What follows belongs to an exercise in optimizing a design on an open flow for small area, a short achievable clock period and few clock cycles; a production flow would make more cautious choices.
At most, simulation tests tie the RTL to the original design; equivalence was not proved.
The RTL of runs 5 and 6 was laid out without a check of its function.
Power and IR drop assume default switching activity.

File: design.v
module mctp_tx (
    input  wire        clk,
    input  wire        rst,           
    input  wire        start_valid,
    output wire        start_ready,
    input  wire [12:0] cfg_len,       
    input  wire [7:0]  cfg_mtu,       
    input  wire [31:0] cfg_addr,      
    input  wire        cfg_to,        
    input  wire        cfg_pec_xor,   
    input  wire        cfg_mic,       
    input  wire        in_valid,
    output wire        in_ready,
    input  wire [7:0]  in_data,
    output reg         out_valid,
    input  wire        out_ready,
    output reg  [7:0]  out_data,
    output reg         out_sop,       
    output reg         out_eop        
);
    reg        idle, hd, py, pc;
    reg        busy;        
    reg [7:0]  h;           
    reg [31:0] addr;
    reg        to_bit;
    reg        pec_xor;
    reg        mic;
    reg [7:0]  m1;          
    reg [12:0] q;           
    reg        cfl;         
    reg        hinc;        
    reg [7:0]  p;           
    reg [2:0]  micn;        
    reg        first_pkt;
    reg        last_pkt;
    reg [1:0]  seq;
    reg [7:0]  crc8;
    reg [31:0] crc32;
    reg        fb_pend;     
    reg        fin;         
    reg        in_rdy;      
    reg        skid_v;
    reg [7:0]  skid;
    wire        adv      = !out_valid || out_ready;
    wire        acc      = in_valid && in_rdy;
    wire        mic_go   = py && !fin && !skid_v;
    wire        prod     = acc || mic_go || (!skid_v && (hd || pc));
    wire [8:0]  lo       = {1'b0, q[7:0]} - {1'b0, m1};
    wire [4:0]  hi       = q[12:8] - {4'd0, !cfl};
    wire        qh0      = (q[12:8] == 5'd0);
    wire        last_now = (qh0 && !cfl) ||
                           (q[7:0] == 8'd0 && ((qh0 && cfl) || (q[12:8] == 5'd1 && !cfl)));
    wire        p_lt     = (p[7:3] == 5'd0) && (p[2:0] <= micn);                
    wire        p_le     = (p[7:3] == 5'd0) && ({1'b0, p[2:0]} <= {1'b0, micn} + 4'd1);  
    wire        p_zero   = (p == 8'd1);     
    wire        empty    = (p == 8'd0);
    wire [7:0]  ctrl     = {first_pkt, last_pkt, seq, to_bit, 3'd3};
    wire [7:0]  mic_byte = ~crc32[7:0];
    wire [5:0]  len_l4   = cfg_len[7:2] + {5'd0, cfg_mic};
    wire        len_hinc = cfg_mic && cfg_len[7:2] == 6'h3F;
    wire        take_in = py && fin;
    reg  [7:0]  pbo;
    wire [7:0]  pb = take_in ? in_data : pbo;
    always @(*) begin
        if (py)
            pbo = mic_byte;
        else if (pc)
            pbo = crc8 ^ ((pec_xor && first_pkt && last_pkt) ? m1 : 8'd0);
        else
            pbo = ({8{h[0]}} & addr[7:0])   | ({8{h[1]}} & 8'h0F)
               | ({8{h[2]}} & (p + 8'd5))  | ({8{h[3]}} & addr[15:8])
               | ({8{h[4]}} & 8'h01)       | ({8{h[5]}} & addr[23:16])
               | ({8{h[6]}} & addr[31:24]) | ({8{h[7]}} & ctrl);
    end
    wire [7:0]  c32x = (py && fin) ? (crc32[7:0] ^ in_data) : 8'd0;
    wire [31:0] c32n;
    wire        c32_ini = first_pkt && (h[0] || h[1] || h[2] || h[3]);
    wire [7:0]  c8b = ({8{h[5]}} & addr[23:16]) | ({8{h[6]}} & addr[31:24])
                    | ({8{h[7]}} & ctrl)         | ({8{py}} & mic_byte);
    wire [7:0]  c8r = h[5] ? 8'h07 : crc8;
    wire [7:0]  c8x = (py && fin) ? (crc8 ^ in_data) : (c8r ^ c8b);
    wire [7:0]  c8n;
    wire c32_t8, c32_t9, c32_t10, c32_t11, c32_t12, c32_t13, c32_t14, c32_t15, c32_t16, c32_t17, c32_t18, c32_t19, c32_t20, c32_t21, c32_t22, c32_t23, c32_t24, c32_t25, c32_t26, c32_t27, c32_t28, c32_t29, c32_t30, c32_t31, c32_t32, c32_t33, c32_t34, c32_t35, c32_t36, c32_t37, c32_t38, c32_t39, c32_t40, c32_t41, c32_t42, c32_t43, c32_t44, c32_t45, c32_t46, c32_t47, c32_t48, c32_t49, c32_t50;
    mctp_x2 c32_x0 (.a(c32x[1]), .b(c32x[6]), .y(c32_t8));
    mctp_x2 c32_x1 (.a(c32x[2]), .b(c32x[4]), .y(c32_t9));
    mctp_x2 c32_x2 (.a(c32x[3]), .b(c32x[5]), .y(c32_t10));
    mctp_x2 c32_x3 (.a(c32x[0]), .b(c32x[7]), .y(c32_t11));
    mctp_x2 c32_x4 (.a(c32x[7]), .b(c32_t10), .y(c32_t12));
    mctp_x2 c32_x5 (.a(c32x[0]), .b(c32_t9), .y(c32_t13));
    mctp_x2 c32_x6 (.a(c32x[2]), .b(c32_t8), .y(c32_t14));
    mctp_x2 c32_x7 (.a(c32_t8), .b(c32_t10), .y(c32_t15));
    mctp_x2 c32_x8 (.a(c32x[1]), .b(c32x[3]), .y(c32_t16));
    mctp_x2 c32_x9 (.a(c32x[6]), .b(c32_t9), .y(c32_t17));
    mctp_x2 c32_x10 (.a(c32x[2]), .b(c32_t11), .y(c32_t18));
    mctp_x2 c32_x11 (.a(c32x[4]), .b(c32x[7]), .y(c32_t19));
    mctp_x2 c32_x12 (.a(c32x[5]), .b(c32_t11), .y(c32_t20));
    mctp_x2 c32_x13 (.a(c32x[7]), .b(c32_t14), .y(c32_t21));
    mctp_x2 c32_x14 (.a(c32_t8), .b(c32_t9), .y(c32_t22));
    mctp_x2 c32_x15 (.a(crc32[8]), .b(c32_t16), .y(c32_t23));
    mctp_x2 c32_x16 (.a(c32_t13), .b(c32_t23), .y(c32n[0]));
    mctp_x2 c32_x17 (.a(crc32[9]), .b(c32x[1]), .y(c32_t24));
    mctp_x2 c32_x18 (.a(c32_t10), .b(c32_t24), .y(c32_t25));
    mctp_x2 c32_x19 (.a(c32_t13), .b(c32_t25), .y(c32n[1]));
    mctp_x2 c32_x20 (.a(crc32[10]), .b(c32_t9), .y(c32_t26));
    mctp_x2 c32_x21 (.a(c32_t15), .b(c32_t26), .y(c32n[2]));
    mctp_x2 c32_x22 (.a(crc32[11]), .b(c32_t12), .y(c32_t27));
    mctp_x2 c32_x23 (.a(c32_t17), .b(c32_t27), .y(c32n[3]));
    mctp_x2 c32_x24 (.a(crc32[12]), .b(c32x[5]), .y(c32_t28));
    mctp_x2 c32_x25 (.a(c32_t28), .b(c32_t21), .y(c32n[4]));
    mctp_x2 c32_x26 (.a(crc32[13]), .b(c32_t19), .y(c32_t29));
    mctp_x2 c32_x27 (.a(c32_t8), .b(c32_t29), .y(c32n[5]));
    mctp_x2 c32_x28 (.a(crc32[14]), .b(c32x[1]), .y(c32_t30));
    mctp_x2 c32_x29 (.a(c32x[4]), .b(c32_t30), .y(c32_t31));
    mctp_x2 c32_x30 (.a(c32_t12), .b(c32_t31), .y(c32n[6]));
    mctp_x2 c32_x31 (.a(crc32[15]), .b(c32_t15), .y(c32n[7]));
    mctp_x2 c32_x32 (.a(crc32[16]), .b(c32_t11), .y(c32_t32));
    mctp_x2 c32_x33 (.a(c32_t17), .b(c32_t32), .y(c32n[8]));
    mctp_x2 c32_x34 (.a(crc32[17]), .b(c32_t9), .y(c32_t33));
    mctp_x2 c32_x35 (.a(c32_t20), .b(c32_t33), .y(c32n[9]));
    mctp_x2 c32_x36 (.a(crc32[18]), .b(c32x[5]), .y(c32_t34));
    mctp_x2 c32_x37 (.a(c32_t34), .b(c32_t17), .y(c32n[10]));
    mctp_x2 c32_x38 (.a(crc32[19]), .b(c32x[6]), .y(c32_t35));
    mctp_x2 c32_x39 (.a(c32_t35), .b(c32_t12), .y(c32n[11]));
    mctp_x2 c32_x40 (.a(crc32[20]), .b(c32x[3]), .y(c32_t36));
    mctp_x2 c32_x41 (.a(c32_t36), .b(c32_t21), .y(c32n[12]));
    mctp_x2 c32_x42 (.a(crc32[21]), .b(c32x[1]), .y(c32_t37));
    mctp_x2 c32_x43 (.a(c32x[7]), .b(c32_t37), .y(c32n[13]));
    mctp_x2 c32_x44 (.a(crc32[22]), .b(c32x[4]), .y(c32_t38));
    mctp_x2 c32_x45 (.a(c32_t16), .b(c32_t38), .y(c32n[14]));
    mctp_x2 c32_x46 (.a(crc32[23]), .b(c32x[5]), .y(c32_t39));
    mctp_x2 c32_x47 (.a(c32_t39), .b(c32_t13), .y(c32n[15]));
    mctp_x2 c32_x48 (.a(crc32[24]), .b(c32x[0]), .y(c32_t40));
    mctp_x2 c32_x49 (.a(c32_t40), .b(c32_t15), .y(c32n[16]));
    mctp_x2 c32_x50 (.a(crc32[25]), .b(c32_t11), .y(c32_t41));
    mctp_x2 c32_x51 (.a(c32_t22), .b(c32_t41), .y(c32n[17]));
    mctp_x2 c32_x52 (.a(crc32[26]), .b(c32x[5]), .y(c32_t42));
    mctp_x2 c32_x53 (.a(c32_t19), .b(c32_t42), .y(c32n[18]));
    mctp_x2 c32_x54 (.a(crc32[27]), .b(c32_t13), .y(c32_t43));
    mctp_x2 c32_x55 (.a(c32_t15), .b(c32_t43), .y(c32n[19]));
    mctp_x2 c32_x56 (.a(crc32[28]), .b(c32_t12), .y(c32_t44));
    mctp_x2 c32_x57 (.a(c32_t22), .b(c32_t44), .y(c32n[20]));
    mctp_x2 c32_x58 (.a(crc32[29]), .b(c32_t8), .y(c32_t45));
    mctp_x2 c32_x59 (.a(c32_t20), .b(c32_t45), .y(c32n[21]));
    mctp_x2 c32_x60 (.a(crc32[30]), .b(c32x[3]), .y(c32_t46));
    mctp_x2 c32_x61 (.a(c32x[4]), .b(c32x[6]), .y(c32_t47));
    mctp_x2 c32_x62 (.a(c32_t11), .b(c32_t46), .y(c32_t48));
    mctp_x2 c32_x63 (.a(c32_t47), .b(c32_t48), .y(c32n[22]));
    mctp_x2 c32_x64 (.a(crc32[31]), .b(c32x[2]), .y(c32_t49));
    mctp_x2 c32_x65 (.a(c32_t49), .b(c32_t12), .y(c32n[23]));
    mctp_x2 c32_x66 (.a(c32x[3]), .b(c32_t18), .y(c32n[25]));
    mctp_x2 c32_x67 (.a(c32x[0]), .b(c32x[4]), .y(c32n[28]));
    mctp_x2 c32_x68 (.a(c32x[0]), .b(c32x[1]), .y(c32_t50));
    mctp_x2 c32_x69 (.a(c32x[5]), .b(c32_t50), .y(c32n[29]));
    mctp_x2 c32_x70 (.a(c32x[0]), .b(c32_t14), .y(c32n[30]));
    mctp_x2 c32_x71 (.a(c32_t16), .b(c32_t18), .y(c32n[31]));
    assign c32n[24] = c32_t14;
    assign c32n[26] = c32x[2];
    assign c32n[27] = c32x[3];
    wire c8_t8, c8_t9, c8_t10, c8_t11, c8_t12;
    mctp_x2 c8_x0 (.a(c8x[0]), .b(c8x[6]), .y(c8_t8));
    mctp_x2 c8_x1 (.a(c8x[1]), .b(c8x[2]), .y(c8_t9));
    mctp_x2 c8_x2 (.a(c8x[3]), .b(c8x[4]), .y(c8_t10));
    mctp_x2 c8_x3 (.a(c8x[5]), .b(c8x[6]), .y(c8_t11));
    mctp_x2 c8_x4 (.a(c8x[7]), .b(c8_t8), .y(c8n[0]));
    mctp_x2 c8_x5 (.a(c8x[1]), .b(c8_t8), .y(c8n[1]));
    mctp_x2 c8_x6 (.a(c8_t8), .b(c8_t9), .y(c8n[2]));
    mctp_x2 c8_x7 (.a(c8x[3]), .b(c8x[7]), .y(c8_t12));
    mctp_x2 c8_x8 (.a(c8_t12), .b(c8_t9), .y(c8n[3]));
    mctp_x2 c8_x9 (.a(c8x[2]), .b(c8_t10), .y(c8n[4]));
    mctp_x2 c8_x10 (.a(c8x[5]), .b(c8_t10), .y(c8n[5]));
    mctp_x2 c8_x11 (.a(c8x[4]), .b(c8_t11), .y(c8n[6]));
    mctp_x2 c8_x12 (.a(c8x[7]), .b(c8_t11), .y(c8n[7]));
    assign start_ready = !busy;
    assign in_ready    = in_rdy;
    always @(posedge clk) begin
        if (adv) begin
            if (skid_v) begin
                out_valid <= 1'b1;
                out_data  <= skid;
                out_sop   <= h[1];
                out_eop   <= idle || h[0];
                skid_v    <= 1'b0;
            end else begin
                out_valid <= prod;
                out_data  <= take_in ? in_data : pbo;
                out_sop   <= h[0];
                out_eop   <= pc;
            end
        end else if (prod) begin
            skid   <= pb;
            skid_v <= 1'b1;
        end
        if (rst) begin
            out_valid <= 1'b0;
            skid_v    <= 1'b0;
        end
    end
    always @(posedge clk) begin
        begin
            if (idle) begin
                addr      <= cfg_addr;
                to_bit    <= cfg_to;
                pec_xor   <= cfg_pec_xor;
                mic       <= cfg_mic;
                m1        <= cfg_mtu;
                q         <= {cfg_len[12:8], len_l4, cfg_len[1:0]};
                hinc      <= len_hinc;
                first_pkt <= 1'b1;
                seq       <= 2'd0;
                h         <= 8'd1;
                if (start_valid) begin
                    idle <= 1'b0;
                    busy <= 1'b1;
                    hd   <= 1'b1;
                end
            end
            if (fb_pend && in_rdy)
                m1 <= in_data;
            if (hd && prod) begin
                h <= {h[6:0], 1'b0};
                if (c32_ini)
                    crc32 <= {8'hFF, c32n[23:0]};
                if (h[0]) begin
                    p       <= q[7:0];
                    q[7:0]  <= lo[7:0];
                    cfl     <= !lo[8];
                    q[12:8] <= q[12:8] + {4'd0, hinc};
                    hinc    <= 1'b0;
                end
                if (h[1]) begin
                    last_pkt <= last_now;
                    if (last_now) begin
                        q <= 13'd0;
                    end else begin
                        q[12:8] <= hi;
                        p       <= m1;
                    end
                    fb_pend <= last_now && first_pkt;
                    if (last_now && first_pkt)
                        m1 <= 8'd0;
                end
                if (h[2])
                    micn <= (mic && q[12:2] == 11'd0) ? {q[1:0] == 2'd0, 2'd0 - q[1:0]} : 3'd0;
                if (h[5] || h[6] || h[7])
                    crc8 <= c8n;
                if (h[7]) begin
                    hd   <= 1'b0;
                    py   <= !empty;
                    pc   <= empty;
                    fin  <= !p_lt;
                end
            end
            if (py && prod) begin
                crc8  <= c8n;
                crc32 <= c32n;
                if (fb_pend)
                    fb_pend <= 1'b0;
                p   <= p - 8'd1;
                fin <= fin && !p_le;
                if (p_zero) begin
                    py <= 1'b0;
                    pc <= 1'b1;
                end
            end
            if (pc && prod) begin
                first_pkt <= 1'b0;
                seq       <= seq + 2'd1;
                pc        <= 1'b0;
                if (last_pkt) begin
                    idle <= 1'b1;
                    busy <= 1'b0;
                end else begin
                    hd <= 1'b1;
                    h  <= 8'd1;
                end
            end
            in_rdy <= !(skid_v ? !adv : (prod && !adv)) &&
                      (py ? (acc ? (!p_le && !p_zero) : fin)
                          : (h[7] && prod && !empty && !p_lt));
        end
        if (rst) begin
            idle   <= 1'b1;
            busy   <= 1'b0;
            hd     <= 1'b0;
            py     <= 1'b0;
            pc     <= 1'b0;
            in_rdy <= 1'b0;
        end
    end
endmodule
module mctp_x2 (
    input  wire a,
    input  wire b,
    output wire y
);
    assign y = a ^ b;
endmodule
File: flow/run.sh
#!/bin/bash
# The standard layout (standard.sh: the standard flow's synthesis and ORFS flow), with the
# port buffers made of sky130_fd_sc_hd__buf_1 cells instead of the default
# delay-buffer cells, and clock tree synthesis without dummy loads.
# make's full output goes to flow_make.log.
set -euo pipefail
export BUFFER_PORTS_ARGS="-buffer_cell sky130_fd_sc_hd__buf_1"
export CTS_ARGS="-sink_clustering_enable -repair_clock_nets -dont_use_dummy_load -buf_list sky130_fd_sc_hd__clkbuf_8 -sink_clustering_size 30"
bash standard.sh > flow_make.log 2>&1
File: standard.sh
#!/bin/bash
# synth_recipe.tcl (not shown) runs the flow's synth.tcl, then flattens the netlist and writes it again
# the make line also repeats each setting of config.mk as NAME=value (left out here)
make -C /OpenROAD-flow-scripts/flow DESIGN_CONFIG=/design/flow/config.mk WORK_HOME=/design/flow/orfs CLKGATE_MAP_FILE= SYNTH_SCRIPT=/design/flow/synth_recipe.tcl "${@:-finish}"
File: config.mk
export PLATFORM = sky130hd
export DESIGN_NAME = mctp_tx
export DESIGN_NICKNAME = mctp_tx
export VERILOG_FILES = /design/flow/design.v
export SDC_FILE = /design/flow/constraint.sdc
export NUM_CORES = 4
export LEC_CHECK = 0
export CAP_MARGIN = 20
export CORE_MARGIN = 2
export CORE_UTILIZATION = 40
export CTS_BUF_LIST = sky130_fd_sc_hd__clkbuf_8
export CTS_CLUSTER_SIZE = 30
export SETUP_SLACK_MARGIN = 2.8
export SLEW_MARGIN = 20
export SYNTH_HIERARCHICAL = 1
export TNS_END_PERCENT = 70
File: constraint.sdc
create_clock -name core_clock -period 5.0 [get_ports {clk}]
set_input_delay 1.0000 -clock core_clock [delete_from_list [all_inputs] [get_ports {clk}]]
set_output_delay 1.0000 -clock core_clock [all_outputs]
set_load 0.01 [all_outputs]
==> run summary, run 1 <==
Antenna Nets Post-Route=0; number of flops mapped to enable cells by yosys=between 100 and 150; combinational share of power=0.200; largest family of logic cells by synthesized area=compound AO/OA/AOI/OAI gates; final net count=just over 1000; CORE AREA=roughly 0.020 sq mm; layout cells sized above 1=0.177; Hold Crit Class=flip-flop to flip-flop; Root Driver=clkbuf_8; post-synth net total=just over 900; Clock Pin Slew Worst Setup and Hold Paths=roughly 0.070 ns; Crit-path slowest cell=dfxtp_4; first-pass GRT wire length=roughly 35000 microns; input/output buffers=81; maximum vdd ir drop=roughly 0.00017 V; Mapped Cells=just over 800; reg-to-reg critical path endpoint=crc8[2]$_DFFE_PP_; CP Launch Point=py$_SDFF_PP0_; proportion of synthesized chip area in sequential cells=0.487; Stages on worst setup path=8; Tightest Pin Transition=between 0.8 and 0.9 ns; Synth Area in Simple Gates=0.117; # rows=52; most used cell, CP=xor2_1; met3 Use GR=0.0420; Worst Hold Path Cells=1; unrepaired setup endpoints after global routing=true; pwr dens=between 200 and 300 mW/mm^2; Fin Setup TNS=0 ns; Clock Tree Buf Depth=2; Final period util=0.444; Skew-Pair Late Insertion Delay=roughly 0.46 ns; Synth Flop Type=edfxtp_1; htree depth=4; Critical Path Sink=crc8[2]$_DFFE_PP_; routability cong.=0.886; via count=roughly 6500; wirelength, routed=roughly 23000 microns; worst r2r path cells=8; vias in the first global route=roughly 6100; Slew Limit Fails=0; largest net degree at the start of global routing=just over 60; Layout fillers=~1900; #FFs+latches synth=~150; synthesized-area fraction occupied by adder cells=0.0413; Worst slew margin=0.432; Final Skew=0.0282 ns; mux contribution to synthesized area=0.0392; area grow syn2layout=21.0%; Yosys top cell area share=0.392; Crit path max-delay family=compound AO/OA/AOI/OAI gates; Inserted Clock Buffers=17; ANT cells=0; cts hold-fix bufs=0; Ys Warns=7; DRC=0; Switch Pwr=about 820 uW; initial core utilization=0.410; cell leakage power=3.87 nW; layer carrying the most global-route usage=met2; clk sinks=between 100 and 150; vias per cell=about 5.5; CP Max Fanout=11; Post-synth top cells=edfxtp_1, xor2_1, nand2_1, nor2_1, a21oi_1; outcome=timing/DRC/antenna clean; most common cell in the netlist=edfxtp_1; Yosys cell types=55; CTS tree=yes; syn avg cell area=10.3 sq um; Worst Path Buf+Inv=2; Iter 0 DRT Violations=roughly 640; Reg2Reg Setup Slack=approximately 2.8 ns; initial antenna violation count=0; Async SR Flop Fraction=0; Cell Chain, Critical Path=buf_12 > clkinvlp_4 > o21a_1 > a21oi_1 > o22ai_1 > a21oi_2 > xor2_1 > xor2_1; Worst path max stage delay=0.45 ns; Period minus WS final=about 2.2 ns; Die ar.=around 0.022 sq mm; clock share of power=0.252; grt ovf=0; RR Startpoint=py$_SDFF_PP0_; Die Wd=149 microns; Die H=roughly 150 microns; num ports=82; achievable clock frequency=~0.45 GHz; grt met2 use=0.330; Final Hold Fails=0; cell taking the most area after synthesis=edfxtp_1; Post-Synth XOR/XNOR Area=0.133; complex-gate fraction of the synthesized area=0.150; CP Launch Type=flip-flop; synth top area cells=edfxtp_1, xor2_1, dfxtp_1; max-capacitance violation count=0; sequential share of power=0.548; synthesized cell area=~0.0084 sq mm; Pint=just under 2 mW; detailed placement HPWL=approximately 16000 microns; CP Capture Type=flip-flop; DRT Pass-1 Iters=6; WS Path Type=flip-flop to flip-flop; GR Layer Usage met1=0.292; Final Power=between 2 and 3 mW; DR WL/cell=19.1 microns; Worst EP arrival=roughly 2.4 ns; Total Routing Usage GR=0.210; final setup fails=0; Sw Ratio=0.292; Worst Path Required=5.19 ns
layer usage:
| metal | vias to the layer above | share of wire | wire length (microns) |
|---|---|---|---|
| li1 | 3163 | - | - |
| met3 | 31 | 0.067 | 1530 |
| met4 | 0 | 0.020 | 468 |
| met5 | - | 0 | 0 |
| met2 | 242 | 0.46 | 10600 |
| met1 | 3108 | 0.45 | 10400 |
metrics by stage:
| step | setup WS, ns | cells | cell area [sq um] | hold WS (ns) | util |
|---|---|---|---|---|---|
| after floorplan | 2.56 | 813 | 8630 | 0.430 | - |
| after global placement | 1.80 | 1127 | 9140 | 0.464 | 0.449 |
| after detailed placement | 1.75 | 1127 | 9140 | 0.479 | 0.449 |
| after CTS | 2.66 | 1171 | 9690 | 0.491 | 0.476 |
| after global routing | 2.69 | 1200 | 10100 | 0.515 | 0.497 |
| final | 2.78 | 1200 | 10100 | 0.500 | 0.497 |
cells by family (layout without fill, tap and decap cells):
group | count (synthesis) | in the layout
buffers and inverters | 71 | 186
muxes | 32 | 32
AOI/OAI and AO/OA | 191 | 192
adders and majority gates | 27 | 27
xor gates and xnor gates | 127 | 127
DFF | 149 | 149
and+or+nand+nor | 216 | 217
per-module statistics from Yosys (local to each module, per instance):
module / cell area, sq um / flops+latches / cells inside
mctp_tx: 7610 / 149 / 728
mctp_x2: 8.76 / 0 / 1
repair_timing:
action	4_1_cts	5_1_grt
endpoints found under the hold margin	0	0
buffers inserted	26	27
gates resized for setup	33	46
endpoints found under the setup margin	134	50
gates cloned	1	2
pin swaps	18	21
worst register-to-register path, stage by stage (launching register included):
cell	delay [ns]
dfxtp_4	0.45
buf_12	0.18
clkinvlp_4	0.22
o21a_1	0.28
a21oi_1	0.18
o22ai_1	0.12
a21oi_2	0.16
xor2_1	0.27
xor2_1	0.11
placed cells by master (no fill, tap or decap), drive strengths merged, types with 5 or more instances in the layout:
cell type  Yosys  final
buf           11    138
edfxtp       109    109
xor2         102    102
nand2         79     80
nor2          68     68
a21oi         53     53
dfxtp         40     40
o21ai         38     39
mux2i         26     26
inv           28     26
ha            26     26
xnor2         25     25
o211ai        21     21
clkbuf        31     19
a211oi        17     17
nand3         16     16
o22ai         14     14
nand2b        11     11
nor2b          7      7
nand4          6      6
mux2           6      6
and2           6      6
a222oi         5      5
o31ai          5      5
o21a           5      5
a21o           5      5
nor4           5      5
layout make-up:
cell class | count | area [sq um] | share of cell area
clock buffer | 17 | 234 | 0.0231
inverter | 29 | 116 | 0.0115
sequential | 149 | 4100 | 0.405
timing repair buffer | 140 | 801 | 0.0792
tap | 270 | 338 | 0.0334
multi-input combinational | 595 | 4530 | 0.448
state kept, by name (all words and copies together) (netlist names), 2 cells and up:
register  flops
addr         32
skid          8
q            13
micn          3
crc8          8
m1            8
crc32        32
h             8
seq           2
p             8
out_data      8
power by group through the flow:
stage | Clock [mW] | Combinational, mW | Sequential, mW
after floorplan | 0 | 0.390 | 1.52
after global placement | 0 | 0.508 | 1.56
after detailed placement | 0 | 0.509 | 1.56
after CTS | 0.725 | 0.532 | 1.53
after global routing | 0.770 | 0.627 | 1.55
final | 0.705 | 0.562 | 1.53
worst min path at each step:
stage	startpoint	end	slack (ns)
finish	fb_pend$_DFF_P_	fb_pend$_DFF_P_	0.50
global route	fb_pend$_DFF_P_	fb_pend$_DFF_P_	0.51
global placement	fb_pend$_DFF_P_	fb_pend$_DFF_P_	0.46
floorplan	fb_pend$_DFF_P_	fb_pend$_DFF_P_	0.43
detailed placement	fb_pend$_DFF_P_	fb_pend$_DFF_P_	0.48
CTS	fb_pend$_DFF_P_	fb_pend$_DFF_P_	0.49
Testbench counts, summed over its fixed seeds: cycles 49,716.
==> inputs of run 2 (changes only) <==
--- a/config.mk
+++ b/config.mk
@@ -11,6 +11,7 @@
 export CTS_BUF_LIST = sky130_fd_sc_hd__clkbuf_8
 export CTS_CLUSTER_SIZE = 30
+export GPL_ROUTABILITY_DRIVEN = 0
 export SETUP_SLACK_MARGIN = 2.8
 export SLEW_MARGIN = 20
 export SYNTH_HIERARCHICAL = 1
-export TNS_END_PERCENT = 70
+export TNS_END_PERCENT = 40
==> run 2 against run 1 <==
  * Sequential power is essentially flat
  * Synthesized area is the same
  * Wire length shrank 2.8%
  * First-iteration DRC count shrank 13%
  * Register-to-register slack is essentially flat
  * Clock skew grew 0.0078 ns
  * Sequential share of layout area grew 0.89 points
  * Worst setup slack lost 0.014 ns
  * Fmax shrank 0.63%
  * Via count shrank 2.0%
  * Clock power shrank 2%
  * Critical endpoint is now crc32[12]$_DFFE_PP_
  * Largest cell class unchanged
==> run summary, run 2 <==
outcome=timing/DRC/antenna clean; CORE AREA=0.0204 sq mm (unchanged); Switch Pwr=801 uW (-2.2%); Final Hold Fails=0 (unchanged); CP Launch Type=input pin; RR Startpoint=py$_SDFF_PP0_; Mapped Cells=813 (unchanged); worst hold path startpoint=fb_pend$_DFF_P_; Worst EP arrival=2.44 ns (+0.03 ns); worst r2r path cells=6 (-2); Ys Warns=7 (unchanged); #FFs+latches synth=149 (unchanged); via count=6412 (-2.0%); Clock Pin Slew Worst Setup and Hold Paths=0.07 ns (about the same); htree depth=4 (unchanged); hold slack=0.488 ns (-0.0122 ns); unrepaired setup endpoints after global routing=true; Synth Flop Type=edfxtp_1; Period minus WS final=2.23 ns (+0.0140 ns); Final Power=2.78 mW (-0.92%); DRT Pass-1 Iters=5 (-1); sequential share of power=0.556 (+0.008); achievable clock frequency=0.448 GHz (-0.63%); Cell Chain, Critical Path=buf_2 > xnor2_1 > nor2_4 > xor2_4 > xor2_2 > xor2_1 > xor2_1; wirelength, routed=22300 microns (-2.8%); cts hold-fix bufs=0 (unchanged); Fin Setup TNS=0 ns (unchanged); Placement Cell Area=0.00909 sq mm (-0.55%); vias per cell=5.42 (-0.69%); most used cell, CP=xor2_1; vias in the first global route=6228 (+1.8%); Iter 0 DRT Violations=554 (-13%); Worst path max stage delay=0.29 ns (-0.16 ns); Sw Ratio=0.288 (-0.00384); # rows=52 (unchanged); cell leakage power=3.75 nW (-3.0%); Yosys top cell area share=0.392 (unchanged); synth top area cells=edfxtp_1, xor2_1, dfxtp_1; detailed placement HPWL=16000 microns (about the same); pwr dens=281 mW/mm^2 (+1.4%); Tightest Pin Transition=0.828 ns (-0.0245 ns); Clock Tree Buf Depth=2 (unchanged); input/output buffers=81 (unchanged); DR WL/cell=18.8 microns (-1.5%); Root Driver=clkbuf_8; Hold Crit Class=flip-flop to flip-flop; max-capacitance violation count=0 (unchanged); post-synth net total=909 (unchanged); synthesized cell area=0.00836 sq mm (unchanged); ANT cells=0 (unchanged); CP Max Fanout=5 (-6); Pint=1.98 mW (-0.38%); Worst Hold Path Cells=1 (unchanged); final net count=1012 (-1.6%); combinational share of power=0.196 (-0.004); post-route cell area=0.00988 sq mm (-2.3%); CTS tree=yes; area grow syn2layout=18.2%; biggest regs=addr x32, crc32 x32, q x13; syn avg cell area=10.3 sq um (unchanged); largest net degree at the start of global routing=38 (-39%); Post-synth top cells=edfxtp_1, xor2_1, nand2_1, nor2_1, a21oi_1; Worst slew margin=0.444 (+0.0118); cell taking the most area after synthesis=edfxtp_1; Die H=149 microns (unchanged); reg-to-reg critical path endpoint=crc8[7]$_DFFE_PP_; Inserted Clock Buffers=17 (unchanged); Yosys cell types=55 (unchanged); clk sinks=149 (unchanged); most common cell in the netlist=edfxtp_1; Die Wd=149 microns (unchanged); Antenna Nets Post-Route=0 (unchanged); Crit-path slowest cell=xor2_4; proportion of synthesized chip area in sequential cells=0.487 (unchanged); first-pass GRT wire length=34900 microns (-0.26%); final setup fails=0 (unchanged); commonest non-fill, non-tap cell in the layout=edfxtp_1; number of flops mapped to enable cells by yosys=109 (unchanged); Worst Path Required=5.20 ns (about the same); layout cells sized above 1=0.148 (-0.0297); WS Path Type=input pin to flip-flop; Final Skew=0.0360 ns (+0.00781 ns); grt ovf=0 (unchanged); clock share of power=0.249 (-0.003); DRC=0 (unchanged); num ports=82 (unchanged); Reg2Reg Setup Slack=2.78 ns (about the same); initial core utilization=0.410 (unchanged); Layout Cells excl Fill=1184 (-1.3%); maximum vdd ir drop=0.000173 V (+2.2%); Async SR Flop Fraction=0 (unchanged); Die ar.=0.0221 sq mm (unchanged); Total Routing Usage GR=0.209 (-0.00145); Slew Limit Fails=0 (unchanged); most frequent cells in the layout=edfxtp_1, xor2_1, buf_1, nand2_1, nor2_1; initial antenna violation count=0 (unchanged); Skew-Pair Late Insertion Delay=0.47 ns (about the same); DP Cell Count=1126 (-0.089%); WHS Endpoint=fb_pend$_DFF_P_; Final period util=0.447 (+0.00280); CP Capture Type=flip-flop
==> run 2: cell counts after synthesis <==
Identical to the previous run, type by type.
==> run 2: logic make-up (layout without fill, tap and decap cells) <==
group | after synthesis | count (layout) | share of synthesized area
compound gates | 191 | 192 | 0.150
xor+xnor | 127 | 127 | 0.133
fa+ha+maj | 27 | 27 | 0.0413
buf+inv | 71 | 171 | 0.0326
flops | 149 | 149 | 0.487
mux | 32 | 32 | 0.0392
simple gates | 216 | 216 | 0.117
==> run 2: timing repair <==
action / CTS / global route
resized for setup: 33 / 25
pin swaps: 19 / 13
gates cloned: 1 / 0
setup buffers: 29 / 11
setup endpoints to repair: 129 / 104
==> run 2: worst max path at each step <==
stage / from / to / slack, ns / cells after the start
6_report: in_data[6] / crc32[12]$_DFFE_PP_ / 2.77 / 7
5_1_grt: py$_SDFF_PP0_ / crc8[6]$_DFFE_PP_ / 2.68 / 6
4_1_cts: q[4]$_DFF_P_ / p[1]$_DFFE_PP_ / 2.70 / 7
3_5_place_dp: py$_SDFF_PP0_ / crc32[2]$_DFFE_PP_ / 1.48 / 5
3_3_place_gp: py$_SDFF_PP0_ / crc32[31]$_SDFFCE_PN1P_ / 1.62 / 6
2_1_floorplan: in_data[1] / crc32[12]$_DFFE_PP_ / 2.53 / 6
==> run 2: power by group through the flow <==
stage	Sequential [mW]	Clock [mW]	Combinational, mW
floorplan	1.52	0	0.387
global placement	1.57	0	0.494
detailed placement	1.57	0	0.498
CTS	1.54	0.711	0.523
global route	1.55	0.755	0.610
finish	1.54	0.690	0.543
==> run 2: Yosys stat by module (local to each module, per instance) <==
module,times used,area (sq um),cells inside,flip-flops and latches
mctp_x2,85,8.76,1,0
mctp_tx,1,7610,728,149
==> run 2: layout make-up <==
| class | count | area (sq um) |
|---|---|---|
| inverters | 29 | 116 |
| fillers | 1881 | 10500 |
| well taps | 270 | 338 |
| flip-flops and latches | 149 | 4090 |
| clock buffers | 17 | 234 |
| multi-input cells | 594 | 4430 |
| repair buffers | 125 | 671 |
==> run 2: metal layers <==
layer | vias to the layer above | GRT usage | routed length [microns]
met1 | 3053 | 0.286 | 10200
li1 | 3115 | - | -
met3 | 32 | 0.0405 | 1280
met4 | 0 | 0.0681 | 495
met2 | 212 | 0.334 | 10300
met5 | - | 0 | 0
==> run 2: through the flow <==
stage	worst slack [ns]	util
floorplan	2.53	-
CTS	2.70	0.476
global placement	1.62	0.446
finish	2.77	0.485
detailed placement	1.48	0.446
global route	2.68	0.485
==> run 2: critical path, delay by kind of cell <==
kind                   cells  cell delay (ns)
AND/OR/NAND/NOR            1             0.23
XOR/XNOR                   5             1.06
buffers and inverters      1             0.15
==> inputs of run 3 (changes only) <==
--- a/config.mk
+++ b/config.mk
@@ -11,6 +11,5 @@
 export CTS_BUF_LIST = sky130_fd_sc_hd__clkbuf_8
 export CTS_CLUSTER_SIZE = 30
-export GPL_ROUTABILITY_DRIVEN = 0
-export SETUP_SLACK_MARGIN = 2.8
+export SETUP_SLACK_MARGIN = 2.85
 export SLEW_MARGIN = 20
 export SYNTH_HIERARCHICAL = 1
==> run 3 against run 2 <==
  * Power grew 1.3%
  * Critical path depth is the same
  * Utilization grew 1.7 points
  * Non-clock buffer count grew 24
  * Via count grew 3.2%
  * Worst setup slack gained 0.032 ns
  * Wire length grew 4.1%
  * Die area is the same
  * Largest power group unchanged
  * Sequential power is essentially flat
==> run summary, run 3 <==
outcome=timing/DRC/antenna clean; Finished Core Util=0.502 (+0.0167); num ports=82 (unchanged); CORE AREA=0.0204 sq mm (unchanged); Worst path max stage delay=0.29 ns (about the same); Ys Warns=7 (unchanged); #FFs+latches synth=149 (unchanged); Total Routing Usage GR=0.210 (+0.00171); Hold Crit Class=flip-flop to flip-flop; CTS tree=yes; Layout fillers=1835 (-2.4%); most used cell, CP=xor2_1; achievable clock frequency=0.454 GHz (+1.4%); Crit path max-delay family=XOR/XNOR gates; number of flops mapped to enable cells by yosys=109 (unchanged); DR WL/cell=19.2 microns (+2.0%); htree depth=4 (unchanged); Root Driver=clkbuf_8; routability cong.=approximately 0.9; area grow syn2layout=22.2%; Final Hold Fails=0 (unchanged); Final Skew=0.0239 ns (-0.0122 ns); Slew Limit Fails=0 (unchanged); Die ar.=0.0221 sq mm (unchanged); initial core utilization=0.410 (unchanged); initial antenna violation count=0 (unchanged); synthesized cell area=0.00836 sq mm (unchanged); vias in the first global route=6218 (-0.16%); input/output buffers=81 (unchanged); wirelength, routed=23200 microns (+4.1%); syn avg cell area=10.3 sq um (unchanged); most common cell in the netlist=edfxtp_1; Worst slew margin=0.384 (-0.0601); unrepaired setup endpoints after global routing=true; Period minus WS final=2.20 ns (-0.0315 ns); Yosys cell types=55 (unchanged); Clock Pin Slew Worst Setup and Hold Paths=0.08 ns (about the same); clk sinks=149 (unchanged); CP Max Fanout=5 (unchanged); Inserted Clock Buffers=17 (unchanged); Async SR Flop Fraction=0 (unchanged); Worst Path Buf+Inv=1 (unchanged); WS Path Type=input pin to flip-flop; cell taking the most area after synthesis=edfxtp_1; Worst Path Required=5.18 ns (-0.02 ns); Mapped Cells=813 (unchanged); Tightest Pin Transition=0.917 ns (+0.0894 ns); most frequent cells in the layout=edfxtp_1, xor2_1, buf_1, nand2_1, buf_4; synth top area cells=edfxtp_1, xor2_1, dfxtp_1; final net count=1037 (+2.5%); final setup fails=0 (unchanged); Final period util=0.440 (-0.00631); Crit-path slowest cell=xor2_1; ANT cells=0 (unchanged); Die Wd=149 microns (unchanged); detailed placement HPWL=15900 microns (-0.67%); cts hold-fix bufs=0 (unchanged); max-capacitance violation count=0 (unchanged); post-synth net total=909 (unchanged); vias per cell=5.47 (+1.1%); maximum vdd ir drop=0.000178 V (+2.7%); via count=6619 (+3.2%); DRT Pass-1 Iters=5 (unchanged); Skew-Pair Late Insertion Delay=0.45 ns (-0.02 ns); Yosys top cell area share=0.392 (unchanged); commonest non-fill, non-tap cell in the layout=edfxtp_1; largest net degree at the start of global routing=37 (-2.6%); cell leakage power=3.92 nW (+4.4%); Worst EP arrival=2.38 ns (-0.06 ns); Clock Tree Buf Depth=2 (unchanged); DRC=0 (unchanged); Cell Chain, Critical Path=buf_2 > xnor2_2 > nor2_4 > xor2_4 > xor2_2 > xor2_1 > xor2_1; layout cells sized above 1=0.195 (+0.0472); CP Capture Type=flip-flop; Antenna Nets Post-Route=0 (unchanged); CP Launch Type=input pin; proportion of synthesized chip area in sequential cells=0.487 (unchanged); first-pass GRT wire length=35200 microns (+0.93%); Synth Flop Type=edfxtp_1; biggest regs=addr x32, crc32 x32, q x13; pwr dens=275 mW/mm^2 (-2.1%); Die H=149 microns (unchanged); Fin Setup TNS=0 ns (unchanged); grt ovf=0 (unchanged); # rows=52 (unchanged); Iter 0 DRT Violations=470 (-15%); Post-synth top cells=edfxtp_1, xor2_1, nand2_1, nor2_1, a21oi_1
-- run 3: cell counts after synthesis --
No cell type changed its count.
-- run 3: modules after synthesis (local to each module, per instance) --
module | times used | cells inside | area, sq um | flops+latches
mctp_x2 | 85 | 1 | 8.76 | 0
mctp_tx | 1 | 728 | 7610 | 149
-- run 3: metrics by stage --
stage | cell area [sq um] | hold slack (ns) | instances | worst slack, ns | total power [mW]
5_1_grt | 10200 | 0.508 | 1209 | 2.71 | 2.95
6_report | 10200 | 0.496 | 1209 | 2.80 | 2.81
4_1_cts | 9780 | 0.494 | 1178 | 2.70 | 2.78
3_5_place_dp | 9120 | 0.476 | 1126 | 1.54 | 2.07
2_1_floorplan | 8620 | 0.430 | 813 | 2.53 | 1.91
3_3_place_gp | 9120 | 0.454 | 1126 | 1.63 | 2.07
-- run 3: power breakdown --
part	internal, mW	total, mW	switching, mW
sequential	1.43	1.54	0.111
combinational	0.257	0.567	0.310
clock	0.300	0.702	0.402
-- run 3: layer usage --
layer,global-route usage,vias up,share of wire
met5,0,-,0
met4,0.0743,0,0.027
met3,0.0417,38,0.063
met2,0.321,242,0.46
met1,0.299,3177,0.45
li1,-,3162,-
-- run 3: repair_timing --
action / CTS / global route
pin swaps: 21 / 32
cloned: 1 / 1
gates resized for setup: 35 / 65
setup endpoints to repair: 140 / 73
buffers inserted: 34 / 30
-- run 3: final timing paths --
kind              startpoint                   to  slack, ns  cells past startpoint
min          fb_pend$_DFF_P_      fb_pend$_DFF_P_       0.50                      1
max reg2reg     h[0]$_DFF_P_        q[11]$_DFF_P_       2.83                      7
max               in_data[6]  crc32[12]$_DFFE_PP_       2.80                      7
min reg2reg  fb_pend$_DFF_P_      fb_pend$_DFF_P_       0.50                      1
-- run 3: final cells by class --
cell class | instances | area, sq um | share of cell area
multi-input combinational | 594 | 4580 | 0.448
sequential | 149 | 4100 | 0.401
timing repair buffer | 149 | 845 | 0.0827
tap | 270 | 338 | 0.0331
clock buffer | 17 | 234 | 0.0229
inverter | 29 | 116 | 0.0114
timing repair inverter | 1 | 7.51 | 0.000735
-- run 3: cells by family (layout without fill, tap and decap cells) --
logic type	Yosys count	after routing	synth area share
flip-flops	149	149	0.487
AND/OR/NAND/NOR	216	216	0.117
XOR/XNOR	127	127	0.133
buffers and inverters	71	196	0.0326
multiplexers	32	32	0.0392
AO/OA/AOI/OAI	191	192	0.150
adder cells (fa/ha/maj)	27	27	0.0413
==> inputs of run 4 (changes only) <==
--- a/config.mk
+++ b/config.mk
@@ -11,5 +11,5 @@
 export CTS_BUF_LIST = sky130_fd_sc_hd__clkbuf_8
 export CTS_CLUSTER_SIZE = 30
-export SETUP_SLACK_MARGIN = 2.85
+export SETUP_SLACK_MARGIN = 2.8
 export SLEW_MARGIN = 20
 export SYNTH_HIERARCHICAL = 1
==> run 4 against run 3 <==
  * Still clean on timing, DRC and antenna
  * Critical path depth unchanged
  * Clock skew increased by 0.012 ns
  * First-iteration DRC count increased by 18%
  * Global-route usage shrank 0.17 points
  * Combinational power decreased by 4.2%
  * Final cell count decreased by 2.1%
  * Worst setup slack got worse by 0.032 ns
  * Register-to-register slack worse by 0.05 ns
  * Sequential share of layout area rose by 1.3 points
  * Die area unchanged
==> run summary, run 4 <==
Async SR Flop Fraction=0 (unchanged); Die H=149 microns (unchanged); first-pass GRT wire length=34900 microns (-0.92%); final setup fails=0 (unchanged); final net count=1012 (-2.4%); Hold Crit Class=flip-flop to flip-flop; cell leakage power=3.75 nW (-4.2%); DRC=0 (unchanged); RR Startpoint=py$_SDFF_PP0_; DP Cell Count=1126 (unchanged); DRT Pass-1 Iters=5 (unchanged); worst r2r path cells=6 (-1); synthesized cell area=0.00836 sq mm (unchanged); vias in the first global route=6228 (+0.16%); Worst EP arrival=2.44 ns (+0.06 ns); Mapped Cells=813 (unchanged); biggest regs=addr x32, crc32 x32, q x13; Yosys top cell area share=0.392 (unchanged); unrepaired setup endpoints after global routing=true; CP Max Fanout=5 (unchanged); Period minus WS final=2.23 ns (+0.0315 ns); initial antenna violation count=0 (unchanged); pwr dens=281 mW/mm^2 (+2.1%); Final period util=0.447 (+0.00631); largest net degree at the start of global routing=38 (+2.7%); #FFs+latches synth=149 (unchanged); Total Routing Usage GR=0.209 (-0.00171); Reg2Reg Setup Slack=2.78 ns (-0.05 ns); # rows=52 (unchanged); CP Capture Type=flip-flop; wirelength, routed=22300 microns (-4.0%); grt ovf=0 (unchanged); Synth Flop Type=edfxtp_1; Yosys cell types=55 (unchanged); achievable clock frequency=0.448 GHz (-1.4%); post-synth net total=909 (unchanged); Post-synth top cells=edfxtp_1, xor2_1, nand2_1, nor2_1, a21oi_1; Clock Pin Slew Worst Setup and Hold Paths=0.07 ns (about the same); CTS tree=yes; DR WL/cell=18.8 microns (-1.9%); Fin Setup TNS=0 ns (unchanged); most common cell in the netlist=edfxtp_1; Ys Warns=7 (unchanged); outcome=timing/DRC/antenna clean; Worst slew margin=0.444 (+0.0601); area grow syn2layout=18.2%; via count=6412 (-3.1%); Clock Tree Buf Depth=2 (unchanged); Iter 0 DRT Violations=554 (+18%); Final Hold Fails=0 (unchanged); cell taking the most area after synthesis=edfxtp_1; Tightest Pin Transition=0.828 ns (-0.0894 ns); routability cong.=0.870 (-1.1%); commonest non-fill, non-tap cell in the layout=edfxtp_1; reg-to-reg critical path endpoint=crc8[7]$_DFFE_PP_; htree depth=4 (unchanged); ANT cells=0 (unchanged); max-capacitance violation count=0 (unchanged); Inserted Clock Buffers=17 (unchanged); input/output buffers=81 (unchanged); maximum vdd ir drop=0.000173 V (-2.6%); Worst Path Required=5.20 ns (+0.02 ns); Die Wd=149 microns (unchanged); clk sinks=149 (unchanged); Skew-Pair Late Insertion Delay=0.47 ns (+0.02 ns); Final Skew=0.0360 ns (+0.0122 ns); WS Path Type=input pin to flip-flop; CP Launch Point=in_data[6]; vias per cell=5.42 (-1.1%); CP Launch Type=input pin; Die ar.=0.0221 sq mm (unchanged); proportion of synthesized chip area in sequential cells=0.487 (unchanged); Antenna Nets Post-Route=0 (unchanged); Layout Cells excl Fill=1184 (-2.1%); Critical Path Sink=crc32[12]$_DFFE_PP_; synth top area cells=edfxtp_1, xor2_1, dfxtp_1; Layout fillers=1881 (+2.5%); number of flops mapped to enable cells by yosys=109 (unchanged); initial core utilization=0.410 (unchanged); most frequent cells in the layout=edfxtp_1, xor2_1, buf_1, nand2_1, nor2_1; layout cells sized above 1=0.148 (-0.0472); Slew Limit Fails=0 (unchanged); detailed placement HPWL=16000 microns (+0.68%); Root Driver=clkbuf_8; num ports=82 (unchanged); CORE AREA=0.0204 sq mm (unchanged); syn avg cell area=10.3 sq um (unchanged)
## run 4: worst max-delay path, stage by stage
cell	delay, ns
buf_2	0.15
xnor2_1	0.17
nor2_4	0.23
xor2_4	0.29
xor2_2	0.24
xor2_1	0.26
xor2_1	0.10
## run 4: logic make-up (layout without fill, tap and decap cells)
logic type                 after synthesis  in the layout  share of synthesized area
adders and majority gates               27             27                     0.0413
AOI/OAI and AO/OA                      191            192                      0.150
DFF                                    149            149                      0.487
muxes                                   32             32                     0.0392
and+or+nand+nor                        216            216                      0.117
xor gates and xnor gates               127            127                      0.133
buffers and inverters                   71            171                     0.0326
## run 4: cell type report
class,count,area (sq um),area share
multi-input cells,594,4430,0.449
flip-flops and latches,149,4090,0.414
repair buffers,125,671,0.0679
well taps,270,338,0.0342
clock buffers,17,234,0.0237
inverters,29,116,0.0118
## run 4: worst min path at each step
stage / endpoint / slack [ns] / startpoint / depth (start not counted)
detailed placement: fb_pend$_DFF_P_ / 0.47 / fb_pend$_DFF_P_ / 1
global route: fb_pend$_DFF_P_ / 0.50 / fb_pend$_DFF_P_ / 1
CTS: fb_pend$_DFF_P_ / 0.48 / fb_pend$_DFF_P_ / 1
global placement: fb_pend$_DFF_P_ / 0.45 / fb_pend$_DFF_P_ / 1
floorplan: fb_pend$_DFF_P_ / 0.43 / fb_pend$_DFF_P_ / 1
finish: fb_pend$_DFF_P_ / 0.49 / fb_pend$_DFF_P_ / 1
## run 4: routing by layer
layer | GRT usage | share of wire | vias up
li1 | - | - | 3115
met1 | 0.286 | 0.46 | 3053
met2 | 0.334 | 0.46 | 212
met3 | 0.0405 | 0.057 | 32
met4 | 0.0681 | 0.022 | 0
met5 | 0 | 0 | -
## run 4: timing repair
| action | 4_1_cts | 5_1_grt |
|---|---|---|
| buffers inserted | 29 | 11 |
| cloned | 1 | 0 |
| setup endpoints to repair | 129 | 104 |
| hold buffers | 0 | 0 |
| hold endpoints to repair | 0 | 0 |
| pin swaps | 19 | 13 |
| gates resized for setup | 33 | 25 |
## run 4: power by group
part / total, mW / internal (mW) / switching, mW
Combinational: 0.543 / 0.243 / 0.300
Clock: 0.690 / 0.299 / 0.391
Sequential: 1.54 / 1.43 / 0.110
## run 4: through the flow
step           total power, mW  cell area (sq um)  hold WS, ns  setup slack (ns)   util
6_report                  2.78               9880        0.488              2.77  0.485
5_1_grt                   2.92               9880        0.501              2.68  0.485
3_5_place_dp              2.07               9090        0.470              1.48  0.446
3_3_place_gp              2.06               9090        0.453              1.62  0.446
4_1_cts                   2.77               9700        0.481              2.70  0.476
2_1_floorplan             1.91               8590        0.430              2.53      -
## run 4: modules after synthesis, one instance, submodules excluded
module,copies in the design,cell area (sq um)
mctp_tx,1,7610
mctp_x2,85,8.76
==> inputs of run 5 (changes only) <==
--- a/design.v
+++ b/design.v
@@ -76,8 +76,9 @@
     wire [31:0] c32n;
     wire        c32_ini = first_pkt && (h[0] || h[1] || h[2] || h[3]);
-    wire [7:0]  c8b = ({8{h[5]}} & addr[23:16]) | ({8{h[6]}} & addr[31:24])
-                    | ({8{h[7]}} & ctrl)         | ({8{py}} & mic_byte);
+    wire [7:0]  c8b = (py && fin) ? in_data
+                    : (({8{h[5]}} & addr[23:16]) | ({8{h[6]}} & addr[31:24])
+                     | ({8{h[7]}} & ctrl)         | ({8{py}} & mic_byte));
     wire [7:0]  c8r = h[5] ? 8'h07 : crc8;
-    wire [7:0]  c8x = (py && fin) ? (crc8 ^ in_data) : (c8r ^ c8b);
+    wire [7:0]  c8x = c8r ^ c8b;
     wire [7:0]  c8n;
     wire c32_t8, c32_t9, c32_t10, c32_t11, c32_t12, c32_t13, c32_t14, c32_t15, c32_t16, c32_t17, c32_t18, c32_t19, c32_t20, c32_t21, c32_t22, c32_t23, c32_t24, c32_t25, c32_t26, c32_t27, c32_t28, c32_t29, c32_t30, c32_t31, c32_t32, c32_t33, c32_t34, c32_t35, c32_t36, c32_t37, c32_t38, c32_t39, c32_t40, c32_t41, c32_t42, c32_t43, c32_t44, c32_t45, c32_t46, c32_t47, c32_t48, c32_t49, c32_t50;
==> run 5 against run 4 <==
  * Clock skew shrank 0.0055 ns
  * Final cell count shrank 1.8%
  * Critical path type is now flip-flop to flip-flop
  * Fmax down 1.9%
  * Still clean
  * Design area fell by 1.3%
  * Sequential cell count unchanged
  * Die area decreased by 1.1%
  * First-iteration DRC count fell by 21%
  * Synthesized area down 1.1%
  * Power is 0.58% higher
  * Via count shrank 3.1%
  * Wire length decreased by 0.71%
==> run summary, run 5 <==
outcome=timing/DRC/antenna clean; Mapped Cells=791 (-2.7%); routability cong.=0.906 (+4.1%); DR WL/cell=19.1 microns (+1.1%); cts hold-fix bufs=0 (unchanged); WS Path Type=flip-flop to flip-flop; register area=0.00409 sq mm (about the same); Cell Chain, Critical Path=buf_4 > inv_2 > a211oi_1 > o21ai_2 > nor2b_1; biggest regs=addr x32, crc32 x32, q x13; cell leakage power=3.70 nW (-1.4%); Finished Core Util=0.482 (-0.00319); #FFs+latches synth=149 (unchanged); Total Routing Usage GR=0.207 (-0.00153); Synth Flop Type=edfxtp_1; most common cell in the netlist=edfxtp_1; wirelength, routed=22200 microns (-0.71%); final net count=991 (-2.1%); final setup fails=0 (unchanged); ANT cells=0 (unchanged); Worst EP arrival=2.34 ns (-0.10 ns); via count=6213 (-3.1%); pwr dens=286 mW/mm^2 (+1.9%); area of the multi-input gates=0.00432 sq mm (-2.5%); grt ovf=0 (unchanged); Final Skew=0.0305 ns (-0.00547 ns); CTS tree=yes; max-capacitance violation count=0 (unchanged); vias per cell=5.34 (-1.4%); CORE AREA=0.0202 sq mm (-0.64%); Die ar.=0.0218 sq mm (-1.1%); Layout fillers=1870 (-0.58%); Die Wd=148 microns (-0.56%); most frequent cells in the layout=edfxtp_1, xor2_1, buf_1, nor2_1, nand2_1; cell taking the most area after synthesis=edfxtp_1; num ports=82 (unchanged); Inserted Clock Buffers=17 (unchanged); initial core utilization=0.408 (-0.00206); DRC=0 (unchanged); CP Max Fanout=10 (+5); Clock Tree Buf Depth=2 (unchanged); Final Hold Fails=0 (unchanged); Antenna Nets Post-Route=0 (unchanged); Final period util=0.456 (+0.00877); Fin Setup TNS=0 ns (unchanged); initial antenna violation count=0 (unchanged); vias in the first global route=5953 (-4.4%); synth top area cells=edfxtp_1, xor2_1, dfxtp_1; Iter 0 DRT Violations=435 (-21%); Worst slew margin=0.402 (-0.0417); Die H=148 microns (-0.56%); Crit-path slowest cell=nor2b_1; Tightest Pin Transition=0.890 ns (+0.0620 ns); input/output buffers=81 (unchanged); Root Driver=clkbuf_8; largest net degree at the start of global routing=42 (+11%); Worst path max stage delay=0.66 ns (+0.37 ns); Ys Warns=7 (unchanged); maximum vdd ir drop=0.000198 V (+14%); Hold Crit Class=flip-flop to flip-flop; Yosys cell types=57 (+3.6%); number of flops mapped to enable cells by yosys=109 (unchanged); Slew Limit Fails=0 (unchanged); Clock Pin Slew Worst Setup and Hold Paths=0.07 ns (about the same); first-pass GRT wire length=34300 microns (-1.5%); synthesized cell area=0.00826 sq mm (-1.1%); # rows=52 (unchanged); CP Launch Type=flip-flop; syn avg cell area=10.4 sq um (+1.6%); Yosys top cell area share=0.396 (+0.00451); clk sinks=149 (unchanged); area grow syn2layout=18.0%; post-synth net total=887 (-2.4%); unrepaired setup endpoints after global routing=true; Async SR Flop Fraction=0 (unchanged); Post-synth top cells=edfxtp_1, xor2_1, nor2_1, nand2_1, a21oi_1; commonest non-fill, non-tap cell in the layout=edfxtp_1; DRT Pass-1 Iters=5 (unchanged); Crit path max-delay family=simple AND/OR/NAND/NOR gates; htree depth=4 (unchanged); CP Capture Type=flip-flop; achievable clock frequency=0.439 GHz (-1.9%); Worst Path Buf+Inv=2 (+1); proportion of synthesized chip area in sequential cells=0.493 (+0.00561); Skew-Pair Late Insertion Delay=0.44 ns (-0.03 ns); Worst Path Required=5.06 ns (-0.14 ns); layout cells sized above 1=0.149 (+0.00123); Period minus WS final=2.28 ns (+0.0439 ns); detailed placement HPWL=15900 microns (-0.67%)
run 5: changes by cell type in the layout (fill, tap and decap cells not counted), moves of 3 or more:
cell	previous run	this run
o21ai_1	5	14
a21o_1	5	9
a21oi_1	49	41
and2_1	6	3
o22ai_1	14	5
mux2i_1	26	22
nor2_1	59	66
o211ai_1	21	14
nand2_1	72	58
nor2b_1	7	17
xnor2_1	22	28
o21ai_0	28	23
run 5: cells by family (layout without fill, tap and decap cells):
| kind of cell | count (synthesis) | after routing | share of synthesized area |
|---|---|---|---|
| AOI/OAI and AO/OA | 173 | 174 | 0.137 |
| xor gates and xnor gates | 136 | 136 | 0.144 |
| adders and majority gates | 27 | 27 | 0.0418 |
| buffers and inverters | 68 | 169 | 0.0341 |
| DFF | 149 | 149 | 0.493 |
| muxes | 28 | 28 | 0.0348 |
| and+or+nand+nor | 210 | 210 | 0.115 |
run 5: area by class of cell:
type                            instances  share of cell area
Clock buffer                           17              0.0240
Inverter                               29              0.0115
Multi-Input combinational cell        575               0.443
Sequential cell                       149               0.420
Tap cell                              270              0.0346
Timing Repair Buffer                  123              0.0670
run 5: metal layers:
layer / global-route usage / part of all wire
met2: 0.342 / 0.49
met3: 0.0370 / 0.044
met5: 0 / 0
met1: 0.284 / 0.45
met4: 0.0510 / 0.013
run 5: what timing repair did:
action	in CTS	in global routing
setup buffers	23	16
resized for setup	24	25
hold endpoints to repair	0	0
pin swaps	16	12
setup endpoints to repair	119	89
gates cloned	1	0
run 5: power breakdown:
group	switching (mW)	internal [mW]	total [mW]
Combinational	0.303	0.246	0.550
Sequential	0.107	1.43	1.54
Clock	0.402	0.300	0.703
Total	0.812	1.98	2.79
run 5: worst paths after layout:
check	slack, ns	endpoint	from	cells past startpoint
max	2.72	skid[6]$_DFFE_PP_	fin$_DFFE_PP_	5
min	0.47	fb_pend$_DFF_P_	fb_pend$_DFF_P_	1
max reg2reg	2.72	skid[6]$_DFFE_PP_	fin$_DFFE_PP_	5
min reg2reg	0.47	fb_pend$_DFF_P_	fb_pend$_DFF_P_	1
run 5: modules after synthesis, one instance, submodules excluded:
| module | flip-flops and latches | cell area (sq um) |
|---|---|---|
| mctp_x2 | 0 | 8.76 |
| mctp_tx | 149 | 7520 |
run 5: through the flow:
stage | cells | power [mW] | hold slack, ns | cell area (sq um) | setup slack [ns]
CTS | 1147 | 2.79 | 0.459 | 9550 | 2.71
global placement | 1106 | 2.07 | 0.443 | 9020 | 1.83
finish | 1163 | 2.79 | 0.470 | 9750 | 2.72
detailed placement | 1106 | 2.08 | 0.450 | 9020 | 1.79
floorplan | 791 | 1.91 | 0.430 | 8530 | 2.56
global route | 1163 | 2.93 | 0.485 | 9750 | 2.64
==> inputs of run 6 (changes only) <==
--- a/config.mk
+++ b/config.mk
@@ -14,3 +14,3 @@
 export SLEW_MARGIN = 20
 export SYNTH_HIERARCHICAL = 1
-export TNS_END_PERCENT = 40
+export TNS_END_PERCENT = 10
==> run 6 against run 5 <==
  * Fmax is 0.37% lower
  * Clock power about the same
  * Synthesized area stayed put
  * Utilization shrank 0.60 points
  * Still clean on timing, DRC and antenna
  * Sequential power about the same
  * Register-to-register slack improved by 0.05 ns
  * Die area stayed put
  * Hold slack improved by 0.019 ns
  * Synthesized cell count unchanged
==> run summary, run 6 <==
routability cong.=0.906 (about the same); Hold Crit Class=flip-flop to flip-flop; #FFs+latches synth=149 (unchanged); Period minus WS final=2.29 ns (+0.00837 ns); Ys Warns=7 (unchanged); Root Driver=clkbuf_8; worst r2r path cells=9 (+4); Crit-path slowest cell=xor2_1; unrepaired setup endpoints after global routing=true; CTS tree=yes; WHS Endpoint=fb_pend$_DFF_P_; CP Launch Type=input pin; Slew Limit Fails=0 (unchanged); number of flops mapped to enable cells by yosys=109 (unchanged); Mapped Cells=791 (unchanged); reg-to-reg critical path endpoint=in_rdy$_SDFF_PP0_; cell taking the most area after synthesis=edfxtp_1; most used cell, CP=xor2_1; maximum vdd ir drop=0.000152 V (-23%); htree depth=4 (unchanged); vias in the first global route=6174 (+3.7%); worst hold path startpoint=fb_pend$_DFF_P_; syn avg cell area=10.4 sq um (unchanged); synth top area cells=edfxtp_1, xor2_1, dfxtp_1; Worst slew margin=0.422 (+0.0203); WS Path Type=input pin to flip-flop; achievable clock frequency=0.437 GHz (-0.37%); initial core utilization=0.408 (unchanged); Placement Cell Area=0.00902 sq mm (unchanged); Yosys cell types=57 (unchanged); CP Max Fanout=5 (-5); Worst path max stage delay=0.29 ns (-0.37 ns); Inserted Clock Buffers=17 (unchanged); Final period util=0.457 (+0.00167); via count=6174 (-0.63%); proportion of synthesized chip area in sequential cells=0.493 (unchanged); Clock Tree Buf Depth=2 (unchanged); wirelength, routed=22400 microns (+1.0%); setup ws final=2.71 ns (-0.00837 ns); Finished Core Util=0.476 (-0.00600); Clock Pin Slew Worst Setup and Hold Paths=0.08 ns (about the same); Cell Chain, Critical Path=buf_1 > xnor2_1 > nor2_4 > xor2_4 > xor2_1 > xor2_1 > nand2b_1; DR WL/cell=19.4 microns (+2.1%); outcome=timing/DRC/antenna clean; Final Skew=0.0302 ns (-0.000326 ns); input/output buffers=81 (unchanged); Yosys top cell area share=0.396 (unchanged); ANT cells=0 (unchanged); # rows=52 (unchanged); final setup fails=0 (unchanged); cell leakage power=3.62 nW (-2.3%); cts hold-fix bufs=0 (unchanged); Final Hold Fails=0 (unchanged); vias per cell=5.36 (+0.41%); num ports=82 (unchanged); RR Startpoint=micn[0]$_SDFFCE_PN0P_; Die ar.=0.0218 sq mm (unchanged); area grow syn2layout=16.5%; commonest non-fill, non-tap cell in the layout=edfxtp_1; pre-CTS setup slack=1.79 ns (+0.00312 ns); Post-synth top cells=edfxtp_1, xor2_1, nor2_1, nand2_1, a21oi_1; most common cell in the netlist=edfxtp_1; grt ovf=0 (unchanged); hold slack=0.489 ns (+0.0191 ns); Async SR Flop Fraction=0 (unchanged); Iter 0 DRT Violations=408 (-6.2%); DRC=0 (unchanged); synthesized cell area=0.00826 sq mm (unchanged); pwr dens=290 mW/mm^2 (+1.1%); biggest regs=addr x32, crc32 x32, q x13; most frequent cells in the layout=edfxtp_1, xor2_1, buf_1, nor2_1, nand2_1; Fin Setup TNS=0 ns (unchanged); Tightest Pin Transition=0.859 ns (-0.0302 ns); Worst Path Required=5.21 ns (+0.15 ns); CORE AREA=0.0202 sq mm (unchanged); Crit path max-delay family=XOR/XNOR gates; CP Capture Type=flip-flop; Antenna Nets Post-Route=0 (unchanged); initial antenna violation count=0 (unchanged); Skew-Pair Late Insertion Delay=0.45 ns (about the same); Worst EP arrival=2.50 ns (+0.16 ns); Reg2Reg Setup Slack=2.77 ns (+0.05 ns); layout cells sized above 1=0.128 (-0.0207); Worst Hold Path Cells=1 (unchanged); Die Wd=148 microns (unchanged); post-synth net total=887 (unchanged); post-route cell area=0.00963 sq mm (-1.2%); Die H=148 microns (unchanged); clk sinks=149 (unchanged); final net count=979 (-1.2%); first-pass GRT wire length=34900 microns (+1.5%); DRT Pass-1 Iters=4 (-1); Total Routing Usage GR=0.210 (+0.00321); detailed placement HPWL=15900 microns (+0.23%); max-capacitance violation count=0 (unchanged); largest net degree at the start of global routing=39 (-7.1%); Synth Flop Type=edfxtp_1; Worst Path Buf+Inv=1 (-1)
## run 6: cell counts after synthesis
Identical to the previous run, type by type.
## run 6: where the power goes
group          switching, mW  internal [mW]  total (mW)
registers              0.105           1.43        1.54
clock network          0.406          0.300       0.705
logic                  0.304          0.240       0.544
## run 6: metrics by stage
| stage | total power [mW] | cells |
|---|---|---|
| global placement | 2.07 | 1106 |
| floorplan | 1.91 | 791 |
| CTS | 2.79 | 1144 |
| global route | 2.92 | 1151 |
| detailed placement | 2.07 | 1106 |
| finish | 2.79 | 1151 |
## run 6: layout make-up
type / instances / area (sq um)
tap: 270 / 338
inverter: 29 / 113
fill: 1918 / 10600
multi-input combinational: 575 / 4310
clock buffer: 17 / 234
sequential: 149 / 4090
timing repair buffer: 111 / 548
## run 6: worst max path at each step
stage	slack, ns	cells after the start	from	end
after floorplan	2.56	6	in_data[1]	crc32[12]$_DFFE_PP_
after global placement	1.83	6	py$_SDFF_PP0_	crc32[31]$_SDFFCE_PN1P_
after detailed placement	1.79	5	py$_SDFF_PP0_	crc32[16]$_DFFE_PP_
after CTS	2.59	6	skid_v$_SDFFE_PP0N_	q[5]$_DFF_P_
after global routing	2.63	9	micn[0]$_SDFFCE_PN0P_	in_rdy$_SDFF_PP0_
final	2.71	7	in_data[7]	crc32[31]$_SDFFCE_PN1P_
## run 6: cells by family after synthesis
logic type | synth area share
AND/OR/NAND/NOR | 0.115
AO/OA/AOI/OAI | 0.137
flip-flops | 0.493
XOR/XNOR | 0.144
buffers and inverters | 0.0341
multiplexers | 0.0348
adder cells (fa/ha/maj) | 0.0418
## run 6: layer usage
metal  track usage  wire length, microns  vias up
met5             0                     0        -
met2         0.344                 10800      168
met4        0.0760                   636        0
met1         0.281                 10000     2982
met3        0.0373                   960       36
li1              -                     -     2988
## run 6: per-module statistics from Yosys (local to each module, per instance)
module   times used  cells inside
mctp_tx           1           706
mctp_x2          85             1
## run 6: what timing repair did
item                       CTS  global route
resized for setup           19            19
gates cloned                 1             0
setup endpoints to repair  120           121
buffers inserted            20             7
pin swaps                   11             5

[static timing again, ports no longer ideal]
The results above use ideal ports. As a check the final layouts listed here were re-extracted and re-timed, cells and wires unchanged.
Step 1 (the two cells are an assumption about what drives the block):
set clk [get_ports {clk}]
set_driving_cell -lib_cell sky130_fd_sc_hd__clkbuf_16 $clk
set_driving_cell -lib_cell sky130_fd_sc_hd__buf_2 [delete_from_list [all_inputs] $clk]
Step 2 adds t to the input delays and takes it off the output delays; t is the mean of the earliest and latest rising clock arrival at the registers after step 1. Input paths then give back, and output paths get back, about the clock's delay inside the block.
Three values: no drivers, after step 1, after step 2; two values: the first two.
| run | t (ns) | setup WS [ns] | latest minus earliest clock arrival (ns) |
|---|---|---|---|
| run 1 | 0.490 | 2.780 / 2.780 / 2.356 | 0.031 / 0.031 |
| run 2 | 0.495 | 2.766 / 2.770 / 2.275 | 0.039 / 0.039 |
| run 3 | 0.483 | 2.798 / 2.823 / 2.340 | 0.024 / 0.024 |
| run 4 | 0.495 | 2.766 / 2.770 / 2.275 | 0.039 / 0.039 |
| run 5 | 0.469 | 2.722 / 2.722 / 2.276 | 0.037 / 0.037 |
| run 6 | 0.482 | 2.714 / 2.695 / 2.213 | 0.035 / 0.034 |
After both steps setup and hold are still met in every run listed. For run 6, which loses most, drivers alone change the setup slack by -0.019 ns; drivers and shift together by -0.501 ns.
